What follows belongs to an exercise in optimizing a design on an open flow for small area, a short achievable clock period and few clock cycles; a production flow would make more cautious choices. Function was checked by simulation only, so behaviour that the tests miss may differ from the original.

// fhd_engine
module fhd_engine (
    input  wire         clk,
    input  wire         rst,         
    input  wire         in_valid,
    input  wire [7:0]   in_data,
    output wire         in_ready,
    output wire         busy,
    output wire [7:0]   status,
    output reg          dout_valid,
    output wire [127:0] digest
);
    localparam [31:0] S1_INIT  = 32'h05274C6C;
    localparam [31:0] S2_INIT  = 32'h6A7769F3;
    localparam [31:0] S3_INIT  = 32'h7672239B;
    localparam [31:0] KF = 32'h5A827999;
    localparam [31:0] PK = KF - 32'd1;      
    localparam [31:0] P23_INIT = 2 * S1_INIT + 3 * S2_INIT + PK;
    localparam [31:0] AA = 32'hC32F1E4B;
    localparam [31:0] BB = 32'h596807CD;
    localparam [31:0] CC = 32'hDE6F723A;
    localparam [31:0] DD = 32'hA18945BC;
    localparam [31:0] KG = 32'h6ED9EBA1;
    localparam [31:0] KH = 32'hCA62C1D6;
    localparam [31:0] KI = 32'h8F1BBCDC;
    localparam [7:0] OP_INIT   = 8'h01;
    localparam [7:0] OP_UPDATE = 8'h02;
    localparam [7:0] OP_FINAL  = 8'h03;
    localparam [2:0] S_IDLE = 3'd0,
                     S_LEN  = 3'd1,
                     S_DATA = 3'd2,
                     S_COMP = 3'd3,
                     S_FIN  = 3'd4;
    localparam [1:0] PH_A = 2'd0, PH_B = 2'd1, PH_C = 2'd2, PH_D = 2'd3;
    function [31:0] rol32;
        input [31:0] v;
        input [4:0]  n;
        begin
            rol32 = (v << n) | (v >> (6'd32 - {1'b0, n}));
        end
    endfunction
    function [63:0] csa;
        input [31:0] x, y, z;
        begin
            csa = {((x & y) | (x & z) | (y & z)) << 1, x ^ y ^ z};
        end
    endfunction
  ...
For scale: about 550 flip-flops, ~150 I/O pins, roughly 59,000 um2 of cells after synthesis.
export LEC_CHECK = 0
export CAP_MARGIN = 20
export CORE_MARGIN = 2
export CORE_UTILIZATION = 40
export SLEW_MARGIN = 20
export TNS_END_PERCENT = 0
export SETUP_SLACK_MARGIN = 15
create_clock -name core_clock -period 22.0 [get_ports {clk}]
standard.sh (not shown) runs the stock make flow with config.mk's settings and CLKGATE_MAP_FILE= SYNTH_SCRIPT=/design/flow/synth_recipe.tcl, a recipe that flattens the netlist after the stock synthesis.
==> flow/flow/run.sh <==
#!/bin/bash
# Standard layout, with ORFS's timing repair (after CTS and after global
# routing) asked to reach a setup slack well above zero at the design's
# clock period, so that it sizes up the gates of the longest paths.
set -euo pipefail
MARGIN=15
cp config.mk config.orig.mk
echo "export SETUP_SLACK_MARGIN = ${MARGIN}" >> config.mk
bash standard.sh > standard.log 2>&1
Testbench counts at the start, summed over its fixed seeds: cycles 244,057.
Change:
--- a/flow/design.v
+++ b/flow/design.v
@@ -55,42 +55,41 @@
     reg [3:0]   byte_idx;            
     reg         last_q;              
     reg         final_mode;
     reg [5:0]   rnd;
     reg [1:0]   ph;
     reg [2:0]   iter;
     reg         fin_q;               
     reg         lv;                  
     reg         lzin;                
     reg [31:0]  pk;                  
     reg [4:0]   mi, mo;              
-    reg [31:0]  xwq;                 
     reg [1:0]   lp;
     assign status   = {4'b0000, cause_q, err_q, ready_q};
     assign in_ready = (state == S_IDLE) || (state == S_LEN) || (state == S_DATA);
     assign busy     = (state != S_IDLE);
     assign digest   = {s3, s2, s1, s0};
     wire accept = in_valid && in_ready;
     reg [31:0] kph;
     always @(*) begin
         case (ph)
             PH_A:    kph = AA;
             PH_B:    kph = BB;
             PH_C:    kph = CC;
             default: kph = DD;
         endcase
     end
     wire [63:0] q1   = csa(r1, r2, kph);
     wire [63:0] q2   = csa(q1[31:0], q1[63:32], r3);
     wire [31:0] pk_n = q2[31:0] + q2[63:32];
-    wire [31:0] xw   = xwq;                      
+    wire [31:0] xw   = lzin ? r3 : r0;           
     wire [31:0] sum4 = pk + xw;
     wire [31:0] lz   = (lp == PH_A) ? (sum4 ^ xw) : sum4;
     wire pa = lv && (lp == PH_A);
     wire pb = lv && (lp == PH_B);
     wire pc = lv && (lp == PH_C);
     wire pd = lv && (lp == PH_D);
     wire [31:0] s0e = pa ? lz : s0;
     wire [31:0] s1e = pb ? lz : s1;
     wire [31:0] s2e = pc ? lz : s2;
     wire [31:0] s3e = pd ? lz : s3;
     wire        fin1 = (state == S_FIN) && !fin_q;
@@ -174,24 +173,22 @@
             default: ncur = n8;
         endcase
     end
     wire        do_step = (ph == PH_A) || (iter != ncur);
     wire [2:0]  iter_n  = iter + 3'd1;
     wire        adv     = (ph == PH_A) || !do_step || (iter_n == ncur);
     wire [15:0] bsel   = 16'd1 << byte_idx;
     wire        last_c = (byte_idx == 4'd0) ? (remaining <= 32'd16) : last_q;
     integer j;
     always @(posedge clk) begin
         dout_valid <= 1'b0;
-        pk  <= pk_n;
-        xwq <= xn;
         if (rst) begin
             state   <= S_IDLE;
             ready_q <= 1'b0;
             err_q   <= 1'b0;
             cause_q <= 2'd0;
             lv      <= 1'b0;
             lzin    <= 1'b0;
             fin_q   <= 1'b0;
         end else begin
             lv   <= 1'b0;
             lzin <= 1'b0;
@@ -284,22 +281,23 @@
                             mi    <= 5'd0;
                             mo    <= 5'd0;
                             ph    <= PH_A;
                             iter  <= 3'd0;
                             state <= S_COMP;
                         end
                     end
                 end
                 S_COMP: begin
                     if (ph == PH_D)
                         p23 <= p23_n;
+                    pk <= pk_n;
                     if (do_step) begin
                         lv   <= 1'b1;
                         lzin <= adv;
                         lp   <= ph;
                         if (ph == PH_A) begin
                             s1 <= x1;
                             s2 <= x2;
                             s3 <= x3;
                         end
                     end
                     if (adv) begin
- The changed run completed without violations
- global-route usage grows by 2.9 points
- via count rises by a few percent
- synthesized area came out higher slightly
- flip-flop and latch count went down by 32
Testbench counts after the change, summed over its fixed seeds: cycles 244,057.

-- separate check: timing with driven ports --
How much do the figures lean on ideal ports? The routed layouts below were timed once more, with nothing changed but the port constraints. Step 1 sets driving cells, clkbuf_16 on the clock port and buf_2 on the other inputs (assumed; they add their load-dependent delay and slew). Step 2, shift: input delay + t, output delay - t, t = (earliest + latest rising clock arrival at the registers) / 2. This alone moves slack from input paths to output paths. Three values: no drivers, after step 1, after step 2; two values: the first two.
run | t, ns | setup WS [ns] | worst setup path at the end | clock arrival spread, ns
the first run | 0.788 | 14.336 / 14.336 / 14.006 | input to register | 0.049 / 0.049
the second run | 0.797 | 14.235 / 14.235 / 13.799 | input to register | 0.068 / 0.069
After both steps every run listed still meets setup and hold. The setup slack of the second run, which loses most, moves by 0.000 ns with the drivers and by -0.436 ns with both steps.
